Context: an optimization exercise on an open-source flow, tuned for small area. The choices shown serve that exercise and are no tape-out recipe.
At most, simulation tests tie the RTL to the original design; equivalence was not proved.
Power is estimated from default activity; no workload was simulated.

==> inputs of build 21 <==
Design pxar_softtbm_decoder, start of the top module:
module pxar_softtbm_decoder (
    input  wire        clk,
    input  wire        rst,             
    input  wire        cfg_invert,      
    input  wire        cfg_readback,    
    input  wire [7:0]  cfg_chain_len,   
    input  wire [7:0]  cfg_chain_off,   
    input  wire        in_valid,
    input  wire [15:0] in_word,
    output reg         pix_valid,
    output wire [7:0]  pix_roc,
    output wire [5:0]  pix_col,
    output wire [6:0]  pix_row,
    output wire [7:0]  pix_value,
    output reg         evt_valid,
    output reg         evt_keep,
    output wire [15:0] evt_header,
    output wire [15:0] evt_trailer,
    output wire [15:0] evt_errors,
    output reg         rb_valid,
    output wire [3:0]  rb_slot,
    output wire [15:0] rb_word,
    input  wire [4:0]  stat_sel,
    input  wire        stat_clear,
    output reg  [31:0] stat_data
);
clock: 10.0 ns
lec_check: 0
cap_margin: 20
core_margin: 2
core_utilization: 40
slew_margin: 20
standard.sh (not shown) runs the stock make flow with config.mk's settings and CLKGATE_MAP_FILE= SYNTH_SCRIPT=/design/flow/synth_recipe.tcl, a recipe that flattens the netlist after the stock synthesis.
==> flow/flow/run.sh <==
#!/bin/bash
# The standard layout (standard.sh, unchanged synthesis), with two changes
# to how cells are chosen:
#  - port buffers are the smallest buffer instead of a delay buffer;
#  - clock tree: small clock buffers, larger sink clusters, no dummy loads.
# The full make output goes to flow.log in this folder.
set -euo pipefail
export BUFFER_PORTS_ARGS="-buffer_cell sky130_fd_sc_hd__buf_1"
export CTS_ARGS="-sink_clustering_enable -repair_clock_nets -dont_use_dummy_load -sink_clustering_size 18 -sink_clustering_max_diameter 60 -buf_list {sky130_fd_sc_hd__clkbuf_4 sky130_fd_sc_hd__clkbuf_8}"
bash standard.sh finish > flow.log 2>&1
==> build 42 (differences from build 21) <==
--- a/flow/design.v
+++ b/flow/design.v
@@ -133,10 +133,11 @@
     reg [11:0] s_hit_a;        
     reg [10:0] s_hit_b;        
     reg [7:0]  s_nroc;         
     reg        s_nroc_big;     
     reg [14:0] s_address, s_pulse, s_corrupt;
+    reg [14:0] s_err;          
     reg        s_anypix;
     wire [2:0] k_c1 = s_hit_a[11:9];
     wire [2:0] k_c0 = s_hit_a[8:6];
     wire [2:0] k_r2 = s_hit_a[5:3] ^ {3{cfg_invert}};
     wire [2:0] k_r1 = s_hit_a[2:0] ^ {3{cfg_invert}};
@@ -154,35 +155,44 @@
     wire b_is_roc = (f_d1[11:2] == 10'b0111111110);
     wire nroc_nz  = s_nroc_big || (s_nroc != 8'd0);
     wire [14:0] s_address_inc = inc32({17'd0, s_address}, 1'b1);
     wire [14:0] s_pulse_inc   = inc32({17'd0, s_pulse}, 1'b1);
     wire [14:0] s_corrupt_inc = inc32({17'd0, s_corrupt}, 1'b1);
+    wire [14:0] s_err_inc     = inc32({17'd0, s_err}, 1'b1);
+    wire        sc_long       = (f_n[15:2] != 14'd0);
     wire [7:0]  s_nroc_inc    = inc32({24'd0, s_nroc}, 1'b1);
     always @(posedge clk) begin
         if (rst) begin
             pix_valid  <= 1'b0;
             s_hit      <= 1'b0;
             s_nroc     <= 8'd0;
             s_nroc_big <= 1'b0;
             s_address  <= 15'd0;
             s_pulse    <= 15'd0;
             s_corrupt  <= 15'd0;
+            s_err      <= 15'd0;
             s_anypix   <= 1'b0;
         end else begin
             pix_valid <= 1'b0;
             if (evt_valid) begin
                 s_hit      <= 1'b0;
                 s_nroc     <= 8'd0;
                 s_nroc_big <= 1'b0;
                 s_address  <= 15'd0;
                 s_pulse    <= 15'd0;
                 s_corrupt  <= 15'd0;
+                s_err      <= 15'd0;
                 s_anypix   <= 1'b0;
+            end else if (commit) begin
+                if (s_hit && sc_long)
+                    s_err <= s_err_inc;
             end else if (body) begin
                 if (s_hit) begin
                     s_hit   <= 1'b0;
                     s_hit_b <= {f_d1[11:5], f_d1[3:0]};
+                    if (k_pulse || k_corrupt || k_address)
+                        s_err <= s_err_inc;
                     if (k_pulse)
                         s_pulse <= s_pulse_inc;
                     else if (k_corrupt)
                         s_corrupt <= s_corrupt_inc;
                     else if (k_address)
@@ -261,11 +271,11 @@
         stat_rb <= {32{!clr}} & inc32(stat_rb, rb_step && rbs_err);
     end
     assign rb_slot = nroc_m1[3:0];
     wire [15:0] rb_cur = rb_shift[rb_slot];
     assign rb_word = {rb_msb, rb_cur[15:1]};
-    wire c_short   = (f_n[15:2] == 14'd0);
+    wire c_short   = !sc_long;
     wire c_hdr_bad = !f_h2_ok;
     wire c_trl_bad = !f_d1_111 || !f_d2_110;
     wire c_ntp     = f_d1[7];
     wire c_pkam    = f_d2[6];
     wire c_fail_pkam  = c_pkam && c_ntp;
@@ -286,16 +296,13 @@
             evt_h2   <= f_h2;
         end
         if ((end_hdr && n_ge4) || c_pend)
             evt_h1 <= f_h1;
     end
-    wire [14:0] e_sum = s_address ^ s_pulse ^ s_corrupt;
-    wire [14:0] e_cry = (s_address & s_pulse) | (s_corrupt & (s_address ^ s_pulse));
-    wire [15:0] e_tot = add32({17'd0, e_sum}, {16'd0, e_cry, 1'b0}, s_hit);
     assign evt_header  = evt_keep ? {evt_h1, evt_h2} : 16'd0;
     assign evt_trailer = evt_keep ? {f_d1[7:0], f_d2[7:0]} : 16'd0;
-    assign evt_errors  = evt_keep ? e_tot : 16'd0;
+    assign evt_errors  = evt_keep ? {1'b0, s_err} : 16'd0;
     localparam NA = 11;
     localparam NB = 4;
     wire [NA-1:0] a_inc;
     assign a_inc[0]  = c_long && c_keep && !s_anypix;    
     assign a_inc[1]  = c_long && c_keep && s_anypix;     
==> flow/flow/run.sh (replaced) <==
#!/bin/bash
# The standard layout (standard.sh, unchanged synthesis), with two changes
# to how cells are chosen:
#  - port buffers are the smallest buffer instead of a delay buffer;
#  - clock tree: small clock buffers, larger sink clusters, no dummy loads.
# The full make output goes to flow.log in this folder.
set -euo pipefail
export BUFFER_PORTS_ARGS="-buffer_cell sky130_fd_sc_hd__buf_1"
export CTS_ARGS="-sink_clustering_enable -repair_clock_nets -dont_use_dummy_load -sink_clustering_size 16 -sink_clustering_max_diameter 55 -buf_list {sky130_fd_sc_hd__clkbuf_4 sky130_fd_sc_hd__clkbuf_8}"
bash standard.sh finish > flow.log 2>&1
Settings changed: CAP_MARGIN 20 to 5, CORE_UTILIZATION 40 to 68, GPL_TIMING_DRIVEN from default to 0, PLACE_DENSITY from default to 0.8, SLEW_MARGIN 20 to 5.
==> comparison table <==
                                                                     build 21                 build 42
Power density over the cells                                     153.0 mW/mm²             157.4 mW/mm²
Fin cells                                                                5276                     4651
Global routing met2 resource utilization                               0.3406                   0.5781
Via count of the first global-routing pass                              28940                    30110
Least-Margin Pin Slew                                                1.043 ns                 1.142 ns
WL met1                                                              50810 µm                 45340 µm
Highest attainable clock frequency                                  103.1 MHz                102.6 MHz
Path type of the worst setup path                                  reg -> out                in -> out
Met3 GRT Util                                                         0.02799                  0.06695
FF-to-FF path depth                                                        41                       44
Count of sequential standard cells                                       1054                     1069
Sequential standard cell area                                     0.02469 mm²              0.02498 mm²
Clock group power                                                     2170 µW                  2090 µW
Placed wire-length estimate after detailed placement                 79330 µm                 84510 µm
Worst-case hold slack                                               0.2954 ns                0.3121 ns
Filler cells                                                            10210                     4301
Layout-stage area growth over the synthesis result                     8.498%                   7.380%
IO buf count                                                              174                      170
Status                                                complete, no violations  complete, no violations
HP Start                                                        b_ring[3][15]             a_ring[8][2]
Critical path endpoint                                         evt_errors[14]             stat_data[5]
Core occupancy in the finished layout                                  0.4375                   0.7410
Final GP Congestion                                                    0.8425                   0.9829
Total number of tap cells                                                1414                      837
Area of the mapped netlist                                        0.04383 mm²              0.04274 mm²
R2R Path Start                                                      s_nroc[1]                s_nroc[0]
Only the layout flow was run in build 21; the RTL was not checked for function there.


==> job 1240 <==
pxar_softtbm_decoder with an RTL version that a note above also has.
clock: 10.0 ns
lec_check: 0
cap_margin: 20
core_margin: 2
core_utilization: 55
place_density: 0.7
slew_margin: 20
==> flow/flow/run.sh <==
#!/bin/bash
# The standard layout (standard.sh, unchanged synthesis), with two changes
# to how cells are chosen:
#  - port buffers are the smallest buffer instead of a delay buffer;
#  - clock tree: small clock buffers, larger sink clusters, no dummy loads.
# The full make output goes to flow.log in this folder.
set -euo pipefail
export BUFFER_PORTS_ARGS="-buffer_cell sky130_fd_sc_hd__buf_1"
export CTS_ARGS="-sink_clustering_enable -repair_clock_nets -dont_use_dummy_load -sink_clustering_size 16 -sink_clustering_max_diameter 55 -buf_list {sky130_fd_sc_hd__clkbuf_4 sky130_fd_sc_hd__clkbuf_8}"
bash standard.sh finish > flow.log 2>&1
==> job 9373: changes against job 1240 <==
--- a/flow/design.v
+++ b/flow/design.v
@@ -132,13 +132,12 @@
     reg        s_hit;          
     reg [11:0] s_hit_a;        
     reg [10:0] s_hit_b;        
     reg [7:0]  s_nroc;         
     reg        s_nroc_big;     
     reg [14:0] s_address, s_pulse, s_corrupt;
-    reg [14:0] s_err;          
     reg        s_anypix;
     wire [2:0] k_c1 = s_hit_a[11:9];
     wire [2:0] k_c0 = s_hit_a[8:6];
     wire [2:0] k_r2 = s_hit_a[5:3] ^ {3{cfg_invert}};
     wire [2:0] k_r1 = s_hit_a[2:0] ^ {3{cfg_invert}};
     wire [2:0] k_r0 = f_d1[11:9]   ^ {3{cfg_invert}};
@@ -154,46 +153,37 @@
     wire k_address = !k_pulse && !k_q_zero && (k_q_big || k_c_big);
     wire b_is_roc = (f_d1[11:2] == 10'b0111111110);
     wire nroc_nz  = s_nroc_big || (s_nroc != 8'd0);
     wire [14:0] s_address_inc = inc32({17'd0, s_address}, 1'b1);
     wire [14:0] s_pulse_inc   = inc32({17'd0, s_pulse}, 1'b1);
     wire [14:0] s_corrupt_inc = inc32({17'd0, s_corrupt}, 1'b1);
-    wire [14:0] s_err_inc     = inc32({17'd0, s_err}, 1'b1);
-    wire        sc_long       = (f_n[15:2] != 14'd0);
     wire [7:0]  s_nroc_inc    = inc32({24'd0, s_nroc}, 1'b1);
     always @(posedge clk) begin
         if (rst) begin
             pix_valid  <= 1'b0;
             s_hit      <= 1'b0;
             s_nroc     <= 8'd0;
             s_nroc_big <= 1'b0;
             s_address  <= 15'd0;
             s_pulse    <= 15'd0;
             s_corrupt  <= 15'd0;
-            s_err      <= 15'd0;
             s_anypix   <= 1'b0;
         end else begin
             pix_valid <= 1'b0;
             if (evt_valid) begin
                 s_hit      <= 1'b0;
                 s_nroc     <= 8'd0;
                 s_nroc_big <= 1'b0;
                 s_address  <= 15'd0;
                 s_pulse    <= 15'd0;
                 s_corrupt  <= 15'd0;
-                s_err      <= 15'd0;
                 s_anypix   <= 1'b0;
-            end else if (commit) begin
-                if (s_hit && sc_long)
-                    s_err <= s_err_inc;
             end else if (body) begin
                 if (s_hit) begin
                     s_hit   <= 1'b0;
                     s_hit_b <= {f_d1[11:5], f_d1[3:0]};
-                    if (k_pulse || k_corrupt || k_address)
-                        s_err <= s_err_inc;
                     if (k_pulse)
                         s_pulse <= s_pulse_inc;
                     else if (k_corrupt)
                         s_corrupt <= s_corrupt_inc;
                     else if (k_address)
                         s_address <= s_address_inc;
@@ -270,13 +260,13 @@
             rb_valid <= rb_step && rbs_emit;
         stat_rb <= {32{!clr}} & inc32(stat_rb, rb_step && rbs_err);
     end
     assign rb_slot = nroc_m1[3:0];
     wire [15:0] rb_cur = rb_shift[rb_slot];
     assign rb_word = {rb_msb, rb_cur[15:1]};
-    wire c_short   = !sc_long;
+    wire c_short   = (f_n[15:2] == 14'd0);
     wire c_hdr_bad = !f_h2_ok;
     wire c_trl_bad = !f_d1_111 || !f_d2_110;
     wire c_ntp     = f_d1[7];
     wire c_pkam    = f_d2[6];
     wire c_fail_pkam  = c_pkam && c_ntp;
     wire c_fail_token = !c_pkam && c_ntp && nroc_nz;
@@ -295,15 +285,18 @@
             evt_keep <= c_keep;
             evt_h2   <= f_h2;
         end
         if ((end_hdr && n_ge4) || c_pend)
             evt_h1 <= f_h1;
     end
+    wire [14:0] e_sum = s_address ^ s_pulse ^ s_corrupt;
+    wire [14:0] e_cry = (s_address & s_pulse) | (s_corrupt & (s_address ^ s_pulse));
+    wire [15:0] e_tot = add32({17'd0, e_sum}, {16'd0, e_cry, 1'b0}, s_hit);
     assign evt_header  = evt_keep ? {evt_h1, evt_h2} : 16'd0;
     assign evt_trailer = evt_keep ? {f_d1[7:0], f_d2[7:0]} : 16'd0;
-    assign evt_errors  = evt_keep ? {1'b0, s_err} : 16'd0;
+    assign evt_errors  = evt_keep ? e_tot : 16'd0;
     localparam NA = 11;
     localparam NB = 4;
     wire [NA-1:0] a_inc;
     assign a_inc[0]  = c_long && c_keep && !s_anypix;    
     assign a_inc[1]  = c_long && c_keep && s_anypix;     
     assign a_inc[2]  = commit && f_start_err;            
==> flow/flow/run.sh (replaced) <==
#!/bin/bash
# The standard layout (standard.sh, unchanged synthesis), with two changes
# to how cells are chosen:
#  - port buffers are the smallest buffer instead of a delay buffer;
#  - clock tree: small clock buffers, larger sink clusters, no dummy loads.
# The full make output goes to flow.log in this folder.
set -euo pipefail
export BUFFER_PORTS_ARGS="-buffer_cell sky130_fd_sc_hd__buf_1"
export CTS_ARGS="-sink_clustering_enable -repair_clock_nets -dont_use_dummy_load -sink_clustering_size 14 -sink_clustering_max_diameter 50 -buf_list {sky130_fd_sc_hd__clkbuf_4 sky130_fd_sc_hd__clkbuf_8}"
bash standard.sh finish > flow.log 2>&1
- CORE_UTILIZATION: 55 -> 40
- PLACE_DENSITY: 0.7 -> unset
==> job 4994: changes against job 1240 <==
==> flow/flow/run.sh (replaced) <==
#!/bin/bash
# The standard layout (standard.sh, unchanged synthesis), with two changes
# to how cells are chosen:
#  - port buffers are the smallest buffer instead of a delay buffer;
#  - clock tree: small clock buffers, larger sink clusters, no dummy loads.
# The full make output goes to flow.log in this folder.
set -euo pipefail
export BUFFER_PORTS_ARGS="-buffer_cell sky130_fd_sc_hd__buf_1"
export CTS_ARGS="-sink_clustering_enable -repair_clock_nets -dont_use_dummy_load -sink_clustering_size 30 -sink_clustering_max_diameter 60 -buf_list {sky130_fd_sc_hd__clkbuf_16}"
bash standard.sh finish > flow.log 2>&1
==> summary of the runs <==
Wire length: job 4994 < job 1240 < job 9373. Sequential share of layout area: job 1240 > job 4994 > job 9373. Job 4994 passed the timing, DRC and antenna checks. Job 9373 ran to the end with no violations. Job 1240 produced a clean layout. Between job 9373 and job 4994, the lower final area is in job 4994 (gap 3.8%, measured against job 4994). Between job 9373 and job 4994, the lower synthesized cell count is in job 4994 (gap 4.9%, measured against job 4994). In job 1240 the clock skew is lower than in job 9373, by 0.036 ns. Between job 9373 and job 4994, the lower critical path depth is in job 4994 (gap 4). Of job 4994 and job 9373, job 9373 has the higher non-clock buffer count (gap 26). Of job 4994 and job 9373, job 4994 has the higher sequential power (gap about 1%, measured against job 9373). Clock-buffer cell count: job 4994 is lower than job 1240 (23). Of job 9373 and job 4994, job 4994 has the higher global-route usage (gap 5.1 points). First-iteration DRC count: job 9373 < job 1240 < job 4994.
==> figures <==
metric	job 1240	job 9373	job 4994
Via count of the first global-routing pass	27.6k	29.2k	27.4k
Adder-cell share of the synthesized area	10.8%	11.6%	10.8%
Hold-critical path endpoint	a_ring[6][22]	b_ring[2][15]	a_ring[9][11]
Half-perimeter wire length after detailed placement	69500 microns	79300 microns	69500 microns
Final-layout clock buffer total	91	114	68
Aggregate routed wire length	101000 microns	114000 microns	101000 microns
Proportion of cell area occupied by multi-input gates	36.1%	36.9%	35.8%
Flop2flop setup slack	0.73 ns	0.82 ns	0.79 ns
Max Fanout on Critical Path	14	4	14
Metal3 WL	7400 microns	5910 microns	7510 microns
Outcome	timing/DRC/antenna clean	timing/DRC/antenna clean	timing/DRC/antenna clean
Power drawn by the clock network	2.13 mW	2.41 mW	2.56 mW
Initial antenna violation count	7	2	8
Starting density of the core	55.4%	40.3%	55.4%
Placed inst area	44400 sq um	46200 sq um	44400 sq um
Relative contribution of the clock network to total power	29.6%	32.0%	33.5%
Die width	283 microns	335 microns	283 microns
Number of diodes	5	1	6
Final worst path period need	9.39 ns	9.69 ns	9.38 ns
Pre-CTS setup slack	0.539 ns	0.291 ns	0.539 ns
Cell internal power dissipation	5.46 mW	5.65 mW	5.86 mW
Average wire per standard cell	21.4 microns	21.5 microns	21.5 microns
First-pass GRT wire length	157000 microns	176000 microns	157000 microns
Function not checked in job 9373: the RTL went through the layout flow alone.

[separate check: timing with driven ports]
No port has a modelled driver above. Below, the same layouts with a new extraction and two added sets of constraints.
Step 1 (the two cells are an assumption about what drives the block):
set clk [get_ports {clk}]
set_driving_cell -lib_cell sky130_fd_sc_hd__clkbuf_16 $clk
set_driving_cell -lib_cell sky130_fd_sc_hd__buf_2 [delete_from_list [all_inputs] $clk]
Step 2, shift: input delay + t, output delay - t, t = (earliest + latest rising clock arrival at the registers) / 2. This alone moves slack from input paths to output paths.
a / b / c = no drivers / after step 1 / after step 2; a / b = the first two.
| run | shift t [ns] | setup slack, ns | cell pins on the clock port's net |
|---|---|---|---|
| build 21 | 0.804 | 0.305 / 0.236 / 0.472 | 1 |
| build 42 | 0.752 | 0.256 / 0.215 / -0.130 | 1 |
| job 1240 | 0.762 | 0.614 / 0.514 / 0.514 | 1 |
| job 9373 | 0.830 | 0.309 / 0.238 / 0.483 | 1 |
| job 4994 | 0.686 | 0.620 / 0.518 / 0.518 | 1 |
With both steps, setup timing fails in build 42, where it was met with ideal ports. The setup slack of build 42, which loses most, moves by -0.041 ns with the drivers and by -0.386 ns with both steps.
